This design comes from an exercise in tuning for small area, a short achievable clock period and few clock cycles on the open sky130 flow, not from production work.
Only simulation tests tie the RTL to the original design; equivalence was not proved.
Power and IR drop assume default switching activity.

### design/flow/config.mk
export PLATFORM = sky130hd
export DESIGN_NAME = hall_engine
export DESIGN_NICKNAME = hall_engine
export VERILOG_FILES = /design/flow/design.v
export SDC_FILE = /design/flow/constraint.sdc
export NUM_CORES = 4
export LEC_CHECK = 0
export CAP_MARGIN = 20
export CORE_MARGIN = 2
export CORE_UTILIZATION = 40
export SLEW_MARGIN = 20
### design/flow/constraint.sdc
create_clock -name core_clock -period 10.0 [get_ports {clk}]
set_input_delay 2.0000 -clock core_clock [delete_from_list [all_inputs] [get_ports {clk}]]
set_output_delay 2.0000 -clock core_clock [all_outputs]
set_load 0.01 [all_outputs]
### design/flow/design.v
module hall_engine (
    input  wire        clk,
    input  wire        rst,
    input  wire        ev_valid,
    input  wire [1:0]  ev_kind,       
    input  wire [31:0] ev_cmd,
    output wire        ev_ready,
    output reg         rsp_valid,
    output reg  [31:0] rsp_result,
    output reg  [7:0]  rsp_status,
    output wire        bus_valid,
    output reg         bus_write,
    output reg  [7:0]  bus_addr,
    output reg  [7:0]  bus_wdata,
    output reg  [4:0]  bus_len,
    input  wire        bus_ready,
    input  wire        bus_ack,
    input  wire [23:0] bus_rdata,
    output wire        irq_request,
    input  wire        irq_grant,
    output reg         irq_release,
    output reg         sched_valid,
    output reg  [15:0] sched_ms,
    output reg         cancel_valid,
    output reg         pub_valid,
    output reg  [1:0]  pub_zone,
    output reg         log_valid,
    output reg  [2:0]  log_code,
    output reg         alive,
    output reg         dead
);
    localparam [7:0] ADDR_ID      = 8'h00;
    localparam [7:0] ID_VALUE     = 8'h5A;
    localparam [7:0] SAMPLE_ADDR  = 8'h10;
    localparam [4:0] SAMPLE_LEN   = 5'd3;
    localparam [7:0] ADDR_INTSRS  = 8'h20;
    localparam [7:0] ADDR_HTH_H   = 8'h21;
    localparam [7:0] ADDR_HTH_L   = 8'h22;
    localparam [7:0] ADDR_LTH_H   = 8'h23;
    localparam [7:0] ADDR_LTH_L   = 8'h24;
    localparam [7:0] ADDR_LATCH   = 8'h25;
    localparam [7:0] LATCH_CLEAR  = 8'h01;
    localparam [7:0] ADDR_OPF     = 8'h30;
    localparam [7:0] ADDR_SRST    = 8'h3F;
    localparam [7:0] SRST_VALUE   = 8'h01;
    localparam [7:0] OPF_ACTIVE   = 8'h01;
    localparam [7:0] OPF_FUSE     = 8'h02;
    localparam [7:0] OPF_FREQ     = 8'h0C;
    localparam [7:0] FREQ_40HZ    = 8'h0C;
    localparam [7:0] OPF_RES      = 8'h10;
    localparam [7:0] INT_DET      = 8'h80;
    localparam [7:0] INT_TYPE     = 8'h40;
    localparam [7:0] TYPE_BESIDE  = 8'h40;
    localparam [7:0] INT_SENS     = 8'h07;
    localparam [7:0] CAL_SENS     = 8'h00;
    localparam [15:0] DELAY_MIN   = 16'd10;
    localparam [15:0] DELAY_RESET = 16'd200;
    localparam signed [15:0] TH_RESET = 16'sd100;
    localparam signed [15:0] TL_RESET = -16'sd100;
    localparam [1:0]  ZONE_A = 2'd0, ZONE_B = 2'd1, ZONE_C = 2'd2;
    localparam integer HYST    = 15;
    localparam integer CAL_TOL = 12;
    localparam [3:0]  CAL_N    = 4'd10;
    localparam [7:0] ST_OK = 8'd0, ST_TRANSPORT = 8'd1, ST_IDMISMATCH = 8'd2,
                     ST_IRQATTACH = 8'd3, ST_NOTREADY = 8'd4, ST_CAL = 8'd5,
                     ST_ILLEGAL = 8'd6;
    localparam [6:0]
        S_INIT0 = 7'd0,  S_INIT1 = 7'd1,  S_INIT2 = 7'd2,  S_INIT3 = 7'd3,
        S_DEAD  = 7'd4,  S_IDLE  = 7'd5,  S_EXEC  = 7'd6,  S_BUS   = 7'd7,
        S_EVFIN = 7'd8,  S_CFIN  = 7'd9,  S_ERRFIN = 7'd10, S_WFIN = 7'd11,
        S_THR0 = 7'd12, S_THR1 = 7'd13, S_THR2 = 7'd14, S_THR3 = 7'd15,
        S_THR4 = 7'd16, S_THR5 = 7'd17,
        S_PD0 = 7'd18, S_PD1 = 7'd19, S_PD2 = 7'd20,
        S_MS0 = 7'd21, S_MS1 = 7'd22, S_IRQW = 7'd23,
        S_DP0 = 7'd24, S_DP1 = 7'd25,
        S_DI0 = 7'd26, S_DI1 = 7'd27, S_DI2 = 7'd28, S_DI3 = 7'd29, S_DI4 = 7'd30,
        S_SP0 = 7'd31, S_SP1 = 7'd32, S_SP2 = 7'd33, S_SP3 = 7'd34, S_SP4 = 7'd35,
        S_SP5 = 7'd36, S_SPEND = 7'd37, S_SPSCH = 7'd38,
        S_C0 = 7'd39, S_C1 = 7'd40, S_C2 = 7'd41, S_C3 = 7'd42, S_C4 = 7'd43,
        S_C5 = 7'd44, S_C6 = 7'd45, S_C7 = 7'd46,
        S_CR0 = 7'd47, S_CR1 = 7'd48, S_CR1B = 7'd49, S_CR2 = 7'd50, S_CR3 = 7'd51,
        S_CR4 = 7'd52, S_CR5 = 7'd53,
        S_EN1 = 7'd54, S_EN2 = 7'd55, S_EN3 = 7'd56,
        S_DS1 = 7'd57, S_DS2 = 7'd58,
        S_SD1 = 7'd59,
        S_KFIN = 7'd60, S_RDFIN = 7'd61, S_IDFIN = 7'd62, S_INIT4 = 7'd63;
    reg [7:0]         opf, intsrs;
    reg               enabled, debug;
    reg [15:0]        delay;
    reg [1:0]         last_zone;
    reg signed [15:0] th, tl, cal_ref, pol;
    reg               cal_high_done, cal_low_done;
    reg               irq_attached;
    reg               pending;
    reg [6:0]  state;
    reg [6:0]  bret;             
    reg [6:0]  stk0, stk1;       
    reg [2:0]  err;              
    reg [31:0] cmd;              
    reg        b_ack;            
    reg [23:0] b_data;
    reg [7:0]  s_intsrs, s_opf;
    reg        s_was;
    reg        c_fail, c_rfail;
    reg [3:0]  c_idx;
    reg signed [15:0] c_sum;
    wire res10      = (opf & OPF_RES) == OPF_RES;
    wire det_int    = (intsrs & INT_DET) != 8'h00;
    wire beside     = (intsrs & INT_TYPE) == TYPE_BESIDE;
    wire pol_pos    = (pol > 16'sd0);
    function [15:0] encode;
        input               r10;
        input signed [17:0] v;
        reg signed [17:0]   c;
        begin
            if (r10) begin
                if (v < -18'sd512)      c = -18'sd512;
                else if (v > 18'sd511)  c = 18'sd511;
                else                    c = v;
                encode = {c[9], c[8], 6'b000000, c[7:0]};
            end else begin
                if (v < -18'sd128)      c = -18'sd128;
                else if (v > 18'sd127)  c = 18'sd127;
                else                    c = v;
                encode = {8'h00, c[7:0]};
            end
        end
    endfunction
    function signed [15:0] decode;
        input       r10;
        input [7:0] hi;
        input [7:0] lo;
        begin
            if (r10) decode = {{6{hi[7]}}, hi[7], hi[6], lo};
            else     decode = {{8{lo[7]}}, lo};
        end
    endfunction
    function [1:0] classify;
        input signed [15:0] raw;
        input signed [15:0] t_hi;
        input signed [15:0] t_lo;
        input               ppos;
        begin
            if (ppos) begin
                if (raw >= t_hi)      classify = ZONE_C;
                else if (raw <= t_lo) classify = ZONE_A;
                else                  classify = ZONE_B;
            end else begin
                if (raw <= t_lo)      classify = ZONE_C;
                else if (raw >= t_hi) classify = ZONE_A;
                else                  classify = ZONE_B;
            end
        end
    endfunction
    wire signed [17:0] th_x = {{2{th[15]}}, th};
    wire signed [17:0] tl_x = {{2{tl[15]}}, tl};
    wire signed [17:0] hv   = beside ? th_x + HYST : th_x - HYST;
    wire signed [17:0] lv   = beside ? tl_x - HYST : tl_x + HYST;
    wire [15:0] enc_h = encode(res10, hv);
    wire [15:0] enc_l = encode(res10, lv);
    wire signed [15:0] sample = decode(res10, b_data[15:8], b_data[23:16]);
    wire [1:0] sample_zone = classify(sample, th, tl, pol_pos);
    wire       drdy = b_data[0];
    wire [7:0]  c_op  = cmd[31:24];
    wire [7:0]  c_a   = cmd[23:16];
    wire [15:0] c_imm = cmd[15:0];
    wire signed [15:0] c_simm = c_imm;
    wire signed [15:0] c_mean = c_sum / 16'sd10;
    localparam [5:0]
        K_ILLEGAL = 6'd0,  K_ENC = 6'd1, K_DEC = 6'd2, K_CLS = 6'd3, K_UPDTHR = 6'd4,
        K_GETZONE = 6'd5,  K_MODEPD = 6'd6, K_MODEMEAS = 6'd7, K_MODEFUSE = 6'd8,
        K_DETPOLL = 6'd9,  K_DETINT = 6'd10, K_ENABLE = 6'd11, K_DISABLE = 6'd12,
        K_SETDLY = 6'd13,  K_GETEN = 6'd14, K_GETDLY = 6'd15, K_SETDBG = 6'd16,
        K_GETDBG = 6'd17,  K_SETTH = 6'd18, K_GETTH = 6'd19, K_SETTL = 6'd20,
        K_GETTL = 6'd21,   K_SETPOL = 6'd22, K_GETPOL = 6'd23, K_CAL = 6'd24,
        K_CALPASS = 6'd25, K_GETREF = 6'd26, K_GETCALST = 6'd27, K_CALAPPLY = 6'd28,
        K_REGRD = 6'd29,   K_REGWR = 6'd30, K_CHKID = 6'd31, K_GETSHADOW = 6'd32;
    reg [5:0] kind;
    always @(*) begin
        kind = K_ILLEGAL;
        case (c_op)
            8'h01: if (c_a == 8'h00 || c_a == 8'h01) kind = K_ENC;
            8'h02: if (c_a == 8'h00 || c_a == 8'h01) kind = K_DEC;
            8'h10: if (c_a == 8'h00) kind = K_CLS;
            8'h11: if (cmd[23:0] == 24'h0) kind = K_UPDTHR;
            8'h12: if (cmd[23:0] == 24'h0) kind = K_GETZONE;
            8'h20: if (c_imm == 16'h0) begin
                       if (c_a == 8'h00) kind = K_MODEPD;
                       else if (c_a == 8'h01) kind = K_MODEMEAS;
                       else if (c_a == 8'h02) kind = K_MODEFUSE;
                   end
            8'h21: if (c_imm == 16'h0) begin
                       if (c_a == 8'h00) kind = K_DETPOLL;
                       else if (c_a == 8'h01) kind = K_DETINT;
                   end
            8'h22: if (cmd[23:0] == 24'h0) kind = K_ENABLE;
            8'h23: if (cmd[23:0] == 24'h0) kind = K_DISABLE;
            8'h24: if (c_a == 8'h00) kind = K_SETDLY;
            8'h25: if (cmd[23:0] == 24'h0) kind = K_GETEN;
            8'h26: if (cmd[23:0] == 24'h0) kind = K_GETDLY;
            8'h27: if (c_a[7:1] == 7'h0 && c_imm == 16'h0) kind = K_SETDBG;
            8'h28: if (cmd[23:0] == 24'h0) kind = K_GETDBG;
            8'h30: if (c_a == 8'h00) kind = K_SETTH;
            8'h31: if (cmd[23:0] == 24'h0) kind = K_GETTH;
            8'h32: if (c_a == 8'h00) kind = K_SETTL;
            8'h33: if (cmd[23:0] == 24'h0) kind = K_GETTL;
            8'h34: if (c_a == 8'h00) kind = K_SETPOL;
            8'h35: if (cmd[23:0] == 24'h0) kind = K_GETPOL;
            8'h40: if (cmd[23:0] == 24'h0) kind = K_CAL;
            8'h41: if (c_imm == 16'h0 && (c_a == 8'h01 || c_a == 8'h02)) kind = K_CALPASS;
            8'h42: if (cmd[23:0] == 24'h0) kind = K_GETREF;
            8'h43: if (cmd[23:0] == 24'h0) kind = K_GETCALST;
            8'h44: if (c_imm == 16'h0 && (c_a == 8'h01 || c_a == 8'h02)) kind = K_CALAPPLY;
            8'h50: if (c_imm == 16'h0) kind = K_REGRD;
            8'h51: if (c_imm[15:8] == 8'h0) kind = K_REGWR;
            8'h52: if (cmd[23:0] == 24'h0) kind = K_CHKID;
            8'h53: if (c_imm == 16'h0 && (c_a == 8'h00 || c_a == 8'h01)) kind = K_GETSHADOW;
            default: kind = K_ILLEGAL;
        endcase
    end
    assign ev_ready    = (state == S_IDLE);
    assign bus_valid   = (state == S_BUS);
    assign irq_request = (state == S_IRQW);
    always @(posedge clk) begin
        if (rst) begin
            opf           <= 8'h00;
            intsrs        <= 8'h00;
            enabled       <= 1'b0;
            debug         <= 1'b0;
            delay         <= DELAY_RESET;
            last_zone     <= ZONE_B;
            th            <= TH_RESET;
            tl            <= TL_RESET;
            cal_ref       <= 16'sd0;
            pol           <= -16'sd1;
            cal_high_done <= 1'b0;
            cal_low_done  <= 1'b0;
            irq_attached  <= 1'b0;
            pending       <= 1'b0;
            state         <= S_INIT0;
            bret          <= S_IDLE;
            stk0          <= S_IDLE;
            stk1          <= S_IDLE;
            err           <= 3'd0;
            cmd           <= 32'h0;
            b_ack         <= 1'b0;
            b_data        <= 24'h0;
            s_intsrs      <= 8'h00;
            s_opf         <= 8'h00;
            s_was         <= 1'b0;
            c_fail        <= 1'b0;
            c_rfail       <= 1'b0;
            c_idx         <= 4'd0;
            c_sum         <= 16'sd0;
            bus_write     <= 1'b0;
            bus_addr      <= 8'h00;
            bus_wdata     <= 8'h00;
            bus_len       <= 5'd0;
            rsp_valid     <= 1'b0;
            rsp_result    <= 32'h0;
            rsp_status    <= 8'h0;
            irq_release   <= 1'b0;
            sched_valid   <= 1'b0;
            sched_ms      <= 16'h0;
            cancel_valid  <= 1'b0;
            pub_valid     <= 1'b0;
            pub_zone      <= 2'd0;
            log_valid     <= 1'b0;
            log_code      <= 3'd0;
            alive         <= 1'b0;
            dead          <= 1'b0;
        end else begin
            rsp_valid    <= 1'b0;
            irq_release  <= 1'b0;
            sched_valid  <= 1'b0;
            cancel_valid <= 1'b0;
            pub_valid    <= 1'b0;
            log_valid    <= 1'b0;
            case (state)
            S_INIT0: begin
                bus_write <= 1'b1; bus_addr <= ADDR_SRST; bus_wdata <= SRST_VALUE; bus_len <= 5'd1;
                bret <= S_INIT1; state <= S_BUS;
            end
            S_INIT1: begin
                if (!b_ack) state <= S_DEAD;
                else begin
                    opf <= 8'h00; intsrs <= 8'h00;
                    bus_write <= 1'b0; bus_addr <= ADDR_ID; bus_len <= 5'd1;
                    bret <= S_INIT2; state <= S_BUS;
                end
            end
            S_INIT2: begin
                if (!b_ack || b_data[7:0] != ID_VALUE) state <= S_DEAD;
                else begin
                    stk0 <= S_INIT3; stk1 <= stk0; state <= S_PD0;
                end
            end
            S_INIT3: begin
                if (err != 3'd0) state <= S_DEAD;
                else state <= S_INIT4;
            end
            S_INIT4: begin
                alive <= 1'b1;
                state <= S_IDLE;
            end
            S_DEAD: begin
                dead <= 1'b1;
            end
            S_BUS: begin
                if (bus_ready) begin
                    b_ack  <= bus_ack;
                    b_data <= bus_rdata;
                    if (bus_ack && bus_write && bus_len == 5'd1) begin
                        if (bus_addr == ADDR_OPF)    opf    <= bus_wdata;
                        if (bus_addr == ADDR_INTSRS) intsrs <= bus_wdata;
                    end
                    state <= bret;
                end
            end
            S_IDLE: begin
                if (ev_valid) begin
                    cmd <= ev_cmd;
                    case (ev_kind)
                        2'd0: state <= S_EXEC;
                        2'd1: begin
                            if (pending) begin
                                pending <= 1'b0;
                                stk0 <= S_EVFIN; stk1 <= stk0; state <= S_SP0;
                            end else state <= S_EVFIN;
                        end
                        2'd2: begin
                            if (irq_attached) begin
                                sched_valid <= 1'b1; sched_ms <= 16'd0;
                                pending <= 1'b1;
                            end
                            state <= S_EVFIN;
                        end
                        default: state <= S_EVFIN;
                    endcase
                end
            end
            S_EVFIN: begin
                rsp_valid <= 1'b1;
                state <= S_IDLE;
            end
            S_CFIN: begin
                rsp_valid <= 1'b1;
                state <= S_IDLE;
            end
            S_ERRFIN: begin
                rsp_result <= 32'h0;
                rsp_status <= {5'd0, err};
                rsp_valid  <= 1'b1;
                state <= S_IDLE;
            end
            S_WFIN: begin
                rsp_result <= 32'h0;
                rsp_status <= b_ack ? ST_OK : ST_TRANSPORT;
                rsp_valid  <= 1'b1;
                state <= S_IDLE;
            end
            S_EXEC: begin
                rsp_result <= 32'h0;
                rsp_status <= ST_OK;
                state <= S_CFIN;
                case (kind)
                    K_ILLEGAL:  rsp_status <= ST_ILLEGAL;
                    K_ENC:      rsp_result <= {16'h0, encode(c_a[0], {{2{c_simm[15]}}, c_simm})};
                    K_DEC:      rsp_result <= {{16{decode(c_a[0], c_imm[15:8], c_imm[7:0]) < 0}},
                                               decode(c_a[0], c_imm[15:8], c_imm[7:0])};
                    K_CLS:      rsp_result <= {30'h0, classify(c_simm, th, tl, pol_pos)};
                    K_UPDTHR:   begin stk0 <= S_ERRFIN; stk1 <= stk0; state <= S_THR0; end
                    K_GETZONE:  rsp_result <= {30'h0, last_zone};
                    K_MODEPD:   begin stk0 <= S_ERRFIN; stk1 <= stk0; state <= S_PD0; end
                    K_MODEMEAS: begin stk0 <= S_ERRFIN; stk1 <= stk0; state <= S_MS0; end
                    K_MODEFUSE: begin
                        bus_write <= 1'b1; bus_addr <= ADDR_OPF; bus_len <= 5'd1;
                        bus_wdata <= opf | OPF_FUSE | OPF_ACTIVE;
                        bret <= S_WFIN; state <= S_BUS;
                    end
                    K_DETPOLL:  begin stk0 <= S_ERRFIN; stk1 <= stk0; state <= S_DP0; end
                    K_DETINT:   begin stk0 <= S_ERRFIN; stk1 <= stk0; state <= S_DI0; end
                    K_ENABLE: begin
                        if (!enabled) begin
                            stk0 <= S_EN1; stk1 <= stk0;
                            state <= det_int ? S_DI0 : S_DP0;
                        end
                    end
                    K_DISABLE: begin
                        if (enabled) begin
                            cancel_valid <= 1'b1;
                            pending <= 1'b0;
                            state <= S_DS1;
                        end
                    end
                    K_SETDLY: begin
                        delay <= (c_imm < DELAY_MIN) ? DELAY_MIN : c_imm;
                        if (enabled && !det_int) begin
                            cancel_valid <= 1'b1;
                            pending <= 1'b0;
                            state <= S_SD1;
                        end
                    end
                    K_GETEN:    rsp_result <= {31'h0, enabled};
                    K_GETDLY:   rsp_result <= {16'h0, delay};
                    K_SETDBG:   debug <= c_a[0];
                    K_GETDBG:   rsp_result <= {31'h0, debug};
                    K_SETTH:    th <= c_simm;
                    K_GETTH:    rsp_result <= {{16{th[15]}}, th};
                    K_SETTL:    tl <= c_simm;
                    K_GETTL:    rsp_result <= {{16{tl[15]}}, tl};
                    K_SETPOL:   pol <= c_simm;
                    K_GETPOL:   rsp_result <= {{16{pol[15]}}, pol};
                    K_CAL, K_CALPASS: begin stk0 <= S_KFIN; stk1 <= stk0; state <= S_C0; end
                    K_GETREF:   rsp_result <= {{16{cal_ref[15]}}, cal_ref};
                    K_GETCALST: rsp_result <= {30'h0, cal_low_done, cal_high_done};
                    K_CALAPPLY: begin
                        if (pol_pos == (c_a == 8'h01)) th <= cal_ref - CAL_TOL;
                        else                           tl <= cal_ref + CAL_TOL;
                    end
                    K_REGRD: begin
                        bus_write <= 1'b0; bus_addr <= c_a; bus_len <= 5'd1;
                        bret <= S_RDFIN; state <= S_BUS;
                    end
                    K_REGWR: begin
                        bus_write <= 1'b1; bus_addr <= c_a; bus_wdata <= c_imm[7:0]; bus_len <= 5'd1;
                        bret <= S_WFIN; state <= S_BUS;
                    end
                    K_CHKID: begin
                        bus_write <= 1'b0; bus_addr <= ADDR_ID; bus_len <= 5'd1;
                        bret <= S_IDFIN; state <= S_BUS;
                    end
                    K_GETSHADOW: rsp_result <= {24'h0, c_a[0] ? intsrs : opf};
                    default:    rsp_status <= ST_ILLEGAL;
                endcase
            end
            S_RDFIN: begin
                rsp_result <= b_ack ? {24'h0, b_data[7:0]} : 32'h0;
                rsp_status <= b_ack ? ST_OK : ST_TRANSPORT;
                rsp_valid  <= 1'b1;
                state <= S_IDLE;
            end
            S_IDFIN: begin
                rsp_result <= (b_ack && b_data[7:0] == ID_VALUE) ? 32'h1 : 32'h0;
                rsp_status <= b_ack ? ST_OK : ST_TRANSPORT;
                rsp_valid  <= 1'b1;
                state <= S_IDLE;
            end
            S_KFIN: begin
                if (c_fail || c_rfail) begin
                    rsp_result <= 32'h0;
                    rsp_status <= ST_CAL;
                end else begin
                    rsp_result <= {{16{cal_ref[15]}}, cal_ref};
                    rsp_status <= ST_OK;
                    if (c_op == 8'h41 && c_a == 8'h01) cal_high_done <= 1'b1;
                    if (c_op == 8'h41 && c_a == 8'h02) cal_low_done  <= 1'b1;
                end
                rsp_valid <= 1'b1;
                state <= S_IDLE;
            end
            S_EN1: begin
                if (err != 3'd0) state <= S_ERRFIN;
                else begin stk0 <= S_EN2; stk1 <= stk0; state <= S_MS0; end
            end
            S_EN2: begin
                if (err != 3'd0) state <= S_ERRFIN;
                else if (!det_int) begin
                    sched_valid <= 1'b1; sched_ms <= delay;
                    pending <= 1'b1;
                    state <= S_EN3;
                end else begin
                    stk0 <= S_EN3; stk1 <= stk0; state <= S_SP0;
                end
            end
            S_EN3: begin
                enabled <= 1'b1;
                rsp_result <= 32'h0;
                rsp_status <= ST_OK;
                rsp_valid <= 1'b1;
                state <= S_IDLE;
            end
            S_DS1: begin
                stk0 <= S_DS2; stk1 <= stk0; state <= S_PD0;
            end
            S_DS2: begin
                if (err != 3'd0) state <= S_ERRFIN;
                else begin
                    enabled <= 1'b0;
                    rsp_result <= 32'h0;
                    rsp_status <= ST_OK;
                    rsp_valid <= 1'b1;
                    state <= S_IDLE;
                end
            end
            S_SD1: begin
                sched_valid <= 1'b1; sched_ms <= delay;
                pending <= 1'b1;
                state <= S_CFIN;
            end
            S_THR0: begin
                bus_write <= 1'b1; bus_addr <= ADDR_HTH_H; bus_wdata <= enc_h[15:8]; bus_len <= 5'd1;
                bret <= S_THR1; state <= S_BUS;
            end
            S_THR1: begin
                if (!b_ack) begin err <= 3'd1; state <= stk0; stk0 <= stk1; end
                else begin
                    bus_addr <= ADDR_HTH_L; bus_wdata <= enc_h[7:0];
                    bret <= S_THR2; state <= S_BUS;
                end
            end
            S_THR2: begin
                if (!b_ack) begin err <= 3'd1; state <= stk0; stk0 <= stk1; end
                else begin
                    bus_addr <= ADDR_LTH_H; bus_wdata <= enc_l[15:8];
                    bret <= S_THR3; state <= S_BUS;
                end
            end
            S_THR3: begin
                if (!b_ack) begin err <= 3'd1; state <= stk0; stk0 <= stk1; end
                else begin
                    bus_addr <= ADDR_LTH_L; bus_wdata <= enc_l[7:0];
                    bret <= S_THR4; state <= S_BUS;
                end
            end
            S_THR4: begin
                if (!b_ack) begin err <= 3'd1; state <= stk0; stk0 <= stk1; end
                else begin
                    bus_addr <= ADDR_LATCH; bus_wdata <= LATCH_CLEAR;
                    bret <= S_THR5; state <= S_BUS;
                end
            end
            S_THR5: begin
                err <= b_ack ? 3'd0 : 3'd1;
                state <= stk0; stk0 <= stk1;
            end
            S_PD0: begin
                if (irq_attached) begin
                    irq_release <= 1'b1;
                    irq_attached <= 1'b0;
                end
                state <= S_PD1;
            end
            S_PD1: begin
                bus_write <= 1'b1; bus_addr <= ADDR_OPF; bus_len <= 5'd1;
                bus_wdata <= opf & ~OPF_ACTIVE;
                bret <= S_PD2; state <= S_BUS;
            end
            S_PD2: begin
                err <= b_ack ? 3'd0 : 3'd1;
                state <= stk0; stk0 <= stk1;
            end
            S_MS0: begin
                bus_write <= 1'b1; bus_addr <= ADDR_OPF; bus_len <= 5'd1;
                bus_wdata <= (opf & ~OPF_FUSE) | OPF_ACTIVE;
                bret <= S_MS1; state <= S_BUS;
            end
            S_MS1: begin
                if (!b_ack) begin err <= 3'd1; state <= stk0; stk0 <= stk1; end
                else if (det_int && !irq_attached) begin
                    state <= S_IRQW;
                end else begin
                    err <= 3'd0; state <= stk0; stk0 <= stk1;
                end
            end
            S_IRQW: begin
                if (irq_grant) begin
                    irq_attached <= 1'b1;
                    err <= 3'd0;
                end else begin
                    err <= 3'd3;
                end
                state <= stk0; stk0 <= stk1;
            end
            S_DP0: begin
                bus_write <= 1'b1; bus_addr <= ADDR_INTSRS; bus_len <= 5'd1;
                bus_wdata <= intsrs & ~INT_DET;
                bret <= S_DP1; state <= S_BUS;
            end
            S_DP1: begin
                err <= b_ack ? 3'd0 : 3'd1;
                state <= stk0; stk0 <= stk1;
            end
            S_DI0: begin
                if (beside == (last_zone == ZONE_B)) begin
                    bus_write <= 1'b1; bus_addr <= ADDR_INTSRS; bus_len <= 5'd1;
                    bus_wdata <= (intsrs & ~INT_TYPE) | ((last_zone == ZONE_B) ? 8'h00 : TYPE_BESIDE);
                    bret <= S_DI1; state <= S_BUS;
                end else begin
                    state <= S_DI2;
                end
            end
            S_DI1: begin
                if (!b_ack) begin err <= 3'd1; state <= stk0; stk0 <= stk1; end
                else state <= S_DI2;
            end
            S_DI2: begin
                stk0 <= S_DI3; stk1 <= stk0; state <= S_THR0;
            end
            S_DI3: begin
                if (err != 3'd0) begin state <= stk0; stk0 <= stk1; end
                else begin
                    bus_write <= 1'b1; bus_addr <= ADDR_INTSRS; bus_len <= 5'd1;
                    bus_wdata <= intsrs | INT_DET;
                    bret <= S_DI4; state <= S_BUS;
                end
            end
            S_DI4: begin
                err <= b_ack ? 3'd0 : 3'd1;
                state <= stk0; stk0 <= stk1;
            end
            S_SP0: begin
                bus_write <= 1'b0; bus_addr <= SAMPLE_ADDR; bus_len <= SAMPLE_LEN;
                bret <= S_SP1; state <= S_BUS;
            end
            S_SP1: begin
                if (!b_ack) begin
                    log_valid <= 1'b1; log_code <= 3'd1; state <= S_SPEND;
                end else if (!drdy) begin
                    log_valid <= 1'b1; log_code <= 3'd4; state <= S_SPEND;
                end else begin
                    last_zone <= sample_zone;
                    pub_valid <= 1'b1; pub_zone <= sample_zone;
                    state <= S_SP2;
                end
            end
            S_SP2: begin
                if (det_int) begin
                    if (beside == (last_zone == ZONE_B)) begin
                        bus_write <= 1'b1; bus_addr <= ADDR_INTSRS; bus_len <= 5'd1;
                        bus_wdata <= (intsrs & ~INT_TYPE) | ((last_zone == ZONE_B) ? 8'h00 : TYPE_BESIDE);
                        bret <= S_SP3; state <= S_BUS;
                    end else state <= S_SP4;
                end else state <= S_SPEND;
            end
            S_SP3: begin
                if (!b_ack) begin
                    log_valid <= 1'b1; log_code <= 3'd1; state <= S_SPEND;
                end else state <= S_SP4;
            end
            S_SP4: begin
                stk0 <= S_SP5; stk1 <= stk0; state <= S_THR0;
            end
            S_SP5: begin
                if (err != 3'd0) begin
                    log_valid <= 1'b1; log_code <= 3'd1;
                end
                state <= S_SPEND;
            end
            S_SPEND: begin
                if (enabled && !det_int) begin
                    sched_valid <= 1'b1; sched_ms <= delay;
                    pending <= 1'b1;
                    state <= S_SPSCH;
                end else begin
                    state <= stk0; stk0 <= stk1;
                end
            end
            S_SPSCH: begin
                state <= stk0; stk0 <= stk1;
            end
            S_C0: begin
                s_intsrs <= intsrs; s_opf <= opf; s_was <= irq_attached;
                c_fail <= 1'b0; c_rfail <= 1'b0;
                if (irq_attached) begin
                    irq_release <= 1'b1;
                    irq_attached <= 1'b0;
                end
                state <= S_C1;
            end
            S_C1: begin
                bus_write <= 1'b1; bus_addr <= ADDR_INTSRS; bus_len <= 5'd1;
                bus_wdata <= (intsrs & ~(INT_DET | INT_SENS)) | CAL_SENS;
                bret <= S_C2; state <= S_BUS;
            end
            S_C2: begin
                if (!b_ack) begin c_fail <= 1'b1; state <= S_CR0; end
                else begin stk0 <= S_C3; stk1 <= stk0; state <= S_PD0; end
            end
            S_C3: begin
                if (err != 3'd0) begin c_fail <= 1'b1; state <= S_CR0; end
                else begin
                    bus_write <= 1'b1; bus_addr <= ADDR_OPF; bus_len <= 5'd1;
                    bus_wdata <= (opf & ~(OPF_FREQ | OPF_FUSE)) | FREQ_40HZ | OPF_ACTIVE;
                    bret <= S_C4; state <= S_BUS;
                end
            end
            S_C4: begin
                if (!b_ack) begin c_fail <= 1'b1; state <= S_CR0; end
                else begin
                    c_idx <= 4'd0; c_sum <= 16'sd0;
                    state <= S_C5;
                end
            end
            S_C5: begin
                bus_write <= 1'b0; bus_addr <= SAMPLE_ADDR; bus_len <= SAMPLE_LEN;
                bret <= S_C6; state <= S_BUS;
            end
            S_C6: begin
                if (!b_ack || !drdy) begin c_fail <= 1'b1; state <= S_CR0; end
                else begin
                    c_sum <= c_sum + sample;
                    c_idx <= c_idx + 4'd1;
                    state <= (c_idx == CAL_N - 4'd1) ? S_C7 : S_C5;
                end
            end
            S_C7: begin
                cal_ref <= c_mean;
                state <= S_CR0;
            end
            S_CR0: begin
                bus_write <= 1'b1; bus_addr <= ADDR_INTSRS; bus_len <= 5'd1;
                bus_wdata <= s_intsrs;
                bret <= S_CR1; state <= S_BUS;
            end
            S_CR1: begin
                if (!b_ack) c_rfail <= 1'b1;
                if (s_was) begin stk0 <= S_CR1B; stk1 <= stk0; state <= S_IRQW; end
                else state <= S_CR2;
            end
            S_CR1B: begin
                if (err != 3'd0) c_rfail <= 1'b1;
                state <= S_CR2;
            end
            S_CR2: begin
                bus_write <= 1'b1; bus_addr <= ADDR_OPF; bus_len <= 5'd1;
                bus_wdata <= (opf & ~(OPF_FREQ | OPF_RES | OPF_FUSE | OPF_ACTIVE))
                           | (s_opf & (OPF_FREQ | OPF_RES)) | OPF_ACTIVE;
                bret <= S_CR3; state <= S_BUS;
            end
            S_CR3: begin
                if (!b_ack) c_rfail <= 1'b1;
                if (!enabled) begin stk0 <= S_CR4; stk1 <= stk0; state <= S_PD0; end
                else state <= S_CR5;
            end
            S_CR4: begin
                if (err != 3'd0) c_rfail <= 1'b1;
                state <= S_CR5;
            end
            S_CR5: begin
                state <= stk0; stk0 <= stk1;
            end
            default: state <= S_IDLE;
            endcase
        end
    end
endmodule
### design/flow/run.sh
#!/bin/bash
# synth_recipe.tcl (not shown) runs the flow's synth.tcl, then flattens the netlist and writes it again
# the make line also repeats each setting of config.mk as NAME=value (left out here)
make -C /OpenROAD-flow-scripts/flow DESIGN_CONFIG=/design/flow/config.mk WORK_HOME=/design/flow/orfs CLKGATE_MAP_FILE= SYNTH_SCRIPT=/design/flow/synth_recipe.tcl finish
==> flow_summary.json <==
{
  "r2r_start": "c_sum[6]",
  "power_switching_mw": 1.46,
  "grt_pass1_vias": 22800,
  "ys_types": 101,
  "routed-via-count": 24500,
  "core-area_mm2": 0.0549,
  "die_y_um": 239,
  "status": "finished clean",
  "rows": 86,
  "grt_start_max_net_pins": 88,
  "ys_async_sr_fraction": 0,
  "grt_use_total": 0.324,
  "critPathRequiredTime_ns": 10.43,
  "min_period_ns": 7.17,
  "dr.pass1.iters": 7,
  "dieArea_mm2": 0.0571,
  "antenna_found_initial": 0,
  "hold_violations": 0,
  "final_nets": 3295,
  "cts_tree": "yes",
  "netlist_area_mm2": 0.0221,
  "h-tree-depth": 2,
  "power_density_mw_per_mm2": 155,
  "clockRootBuffer": "clkbuf_16",
  "finalSetupViolations": 0,
  "routedWlPerCell_um": 24.7,
  "seqPwrFrac": 0.327,
  "pre_cts_slack_ns": 2.90,
  "r2r_setup_slack_ns": 2.83,
  "finalPower_mw": 3.92,
  "synth_seq_cells": 284,
  "dp_hpwl_mm": 71.7,
  "final_antenna_net_count": 0,
  "seq_area_mm2": 0.00569,
  "switching_share": 0.372,
  "period_share": 0.717,
  "pwr-share-comb": 0.314,
  "clock_power_share": 0.359,
  "portBuffers": 142,
  "drive_gt1_frac": 0.0542,
  "overflow": 0,
  "crit_path_end_kind": "flip-flop",
  "clockBufferDepth": 3,
  "postCtsSetupBuffers": 0,
  "layout_commonest_cell": "nand2_1",
  "clock_latency_ns": 0.58,
  "fmax_mhz": 139,
  "holdPathStages": 2,
  "internal-power_mw": 2.46,
  "antenna_cells": 0,
  "syn_area_per_cell_um2": 7.17,
  "area_delta_synth_final_pct": 14.2,
  "p_leak_nw": 9.56,
  "clk_pin_slew_ns": 0.06,
  "arrival_ns": 7.61,
  "worstHoldStart": "sched_ms[10]",
  "critical_path_class": "reg2reg",
  "rsz0062_at_grt": "false",
  "syn_inst": 3080,
  "drv_cap": 0,
  "hold_end": "sched_ms[10]",
  "relSlewSlack": 0.238,
  "skew_ns": 0.0345,
  "ios": 158,
  "slew_violations": 0,
  "grt_pass1_wl_mm": 142,
  "ir_drop_mv": 0.130,
  "fin_hold_ws_ns": 0.456,
  "via_per_inst": 6.37,
  "nFillCells": 5623,
  "layout_common_cells": "nand2_1 (440), nor2_1 (316), a21oi_1 (314)",
  "cts_resized": 0,
  "drc": 0,
  "wirelength_mm": 94.9,
  "multi_input_area_mm2": 0.0151,
  "reg2regPathDepth": 20,
  "yosys_warnings": 1,
  "hp-class": "reg2reg",
  "synth-main-ff-cell": "dfxtp_1",
  "regToRegEndpoint": "cal_ref[8]",
  "clock_sinks": 284,
  "ys_seq_area_frac": 0.258,
  "place_congestion": 1.01,
  "synth_edf_count": 0,
  "tightest_slew_ns": 1.13,
  "drtIter0Drc": 2807,
  "numCtsBuffers": 36,
  "finalWorstSetupSlack_ns": 2.83,
  "timing.setup.tns_ns": 0,
  "fp.dieW_um": 239,
  "ctsHoldBuffers": 0,
  "crit_fanout": 17,
  "start_util": 0.402,
  "startpoint_type": "flip-flop"
}
## Yosys cell counts, drive strengths merged, types with 39 or more instances
cell type	n	area, µm²
nand2	441	1660
nor2	319	1200
a21oi	315	1580
dfxtp	284	5690
clkbuf	167	627
o21ai	154	771
ha	115	1440
inv	102	383
nor3	102	510
nand3	93	475
mux2i	69	694
xnor2	65	569
a22oi	55	413
a211oi	53	410
nor4	49	319
buf	48	309
nand4	43	269
o211ai	41	313
a31oi	39	250
## how the worst max path moves through the flow
| stage | from | end | slack [ns] | cells after the start |
|---|---|---|---|---|
| after CTS | c_sum[6] | cal_ref[8] | 2.87 | 20 |
| after detailed placement | c_sum[6] | cal_ref[8] | 2.90 | 20 |
| final | c_sum[6] | cal_ref[8] | 2.83 | 20 |
| after global placement | c_sum[6] | cal_ref[8] | 3.06 | 20 |
| after global routing | c_sum[6] | cal_ref[8] | 2.42 | 20 |
| after floorplan | c_sum[1] | cal_ref[8] | 4.17 | 25 |
## flip-flops by register name, summed over array words and instances, names as in the netlist, 16 cells and up
name	count
b_data	18
c_sum	16
cal_ref	16
cmd	32
delay	16
pol	16
rsp_result	17
sched_ms	16
th	16
tl	16
## power groups by stage
stage               clock [mW]  combinational (mW)  sequential [mW]
floorplan                    0               0.761             1.27
global placement             0                1.19             1.30
detailed placement           0                1.19             1.30
CTS                       1.42                1.20             1.28
global route              1.46                1.32             1.29
finish                    1.41                1.23             1.28
## stage by stage
| stage | utilization | instance area [µm²] | cells |
|---|---|---|---|
| 2_1_floorplan | - | 22100 | 3088 |
| 3_3_place_gp | 0.436 | 23900 | 3779 |
| 3_5_place_dp | 0.436 | 23900 | 3779 |
| 4_1_cts | 0.459 | 25200 | 3841 |
| 5_1_grt | 0.459 | 25200 | 3841 |
| 6_report | 0.459 | 25200 | 3841 |
## kinds of logic after synthesis
| kind of cell | Yosys count | share of synthesized area |
|---|---|---|
| simple gates | 1279 | 0.272 |
| xor+xnor | 87 | 0.0345 |
| fa+ha+maj | 119 | 0.0683 |
| compound gates | 920 | 0.275 |
| flops | 284 | 0.258 |
| buf+inv | 319 | 0.0601 |
| other cells | 1 | 0.000170 |
| mux | 71 | 0.0326 |
## routing by layer
| metal | global-route usage | part of all wire | vias up |
|---|---|---|---|
| met5 | 0 | 0 | - |
| li1 | - | - | 11300 |
| met2 | 0.507 | 0.44 | 1202 |
| met4 | 0.171 | 0.055 | 0 |
| met1 | 0.426 | 0.42 | 11700 |
| met3 | 0.0567 | 0.082 | 254 |
## worst max-delay path: stages, from the launching register on
cell	delay, ns
dfxtp_1	0.41
or4_1	0.72
or4_1	0.60
nor4_1	0.69
a41oi_1	0.16
a21boi_4	0.22
a2111oi_2	0.50
o311ai_4	0.19
and3_4	0.29
mux2i_2	0.31
and3_1	0.60
a221oi_1	0.21
a211oi_1	0.47
nand2_1	0.23
o32ai_1	0.32
nor2_1	0.10
nand2_1	0.08
ha_1	0.20
o211ai_2	0.21
o211a_1	0.28
a211o_1	0.26
## cell type report
cell class,count,area share
timing repair buffer,202,0.0744
clock inverter,14,0.00854
inverter,104,0.0155
multi-input combinational,2485,0.600
tap,704,0.0349
sequential,284,0.226
clock buffer,48,0.0408
Testbench counts, summed over its fixed seeds: cycles 27,841.

-- afterwards: timing with drivers on the ports --
The flow's constraints put no driver on any port. The routed layout listed below was extracted and timed again, unchanged, in two steps. Step 1 sets driving cells, clkbuf_16 on the clock port and buf_2 on the other inputs (assumed; they add their load-dependent delay and slew). Step 2 moves the port delays by t, midway between the first and last clock arrival at a register: inputs arrive t later, outputs are due t later. That takes back most of the time a late clock gives input paths. Slacks: ideal ports / drivers / drivers and shift; pairs: ideal ports / drivers.
t, ns: 0.619
setup WS [ns]: 2.827 / 2.827 / 2.827
worst register clock-pin slew, ns: 0.06 / 0.06
cell pins on the clock port's net: 1
After both steps setup and hold are still met in this run. The setup slack of this run moves by 0.000 ns with the drivers and by 0.000 ns with both steps.
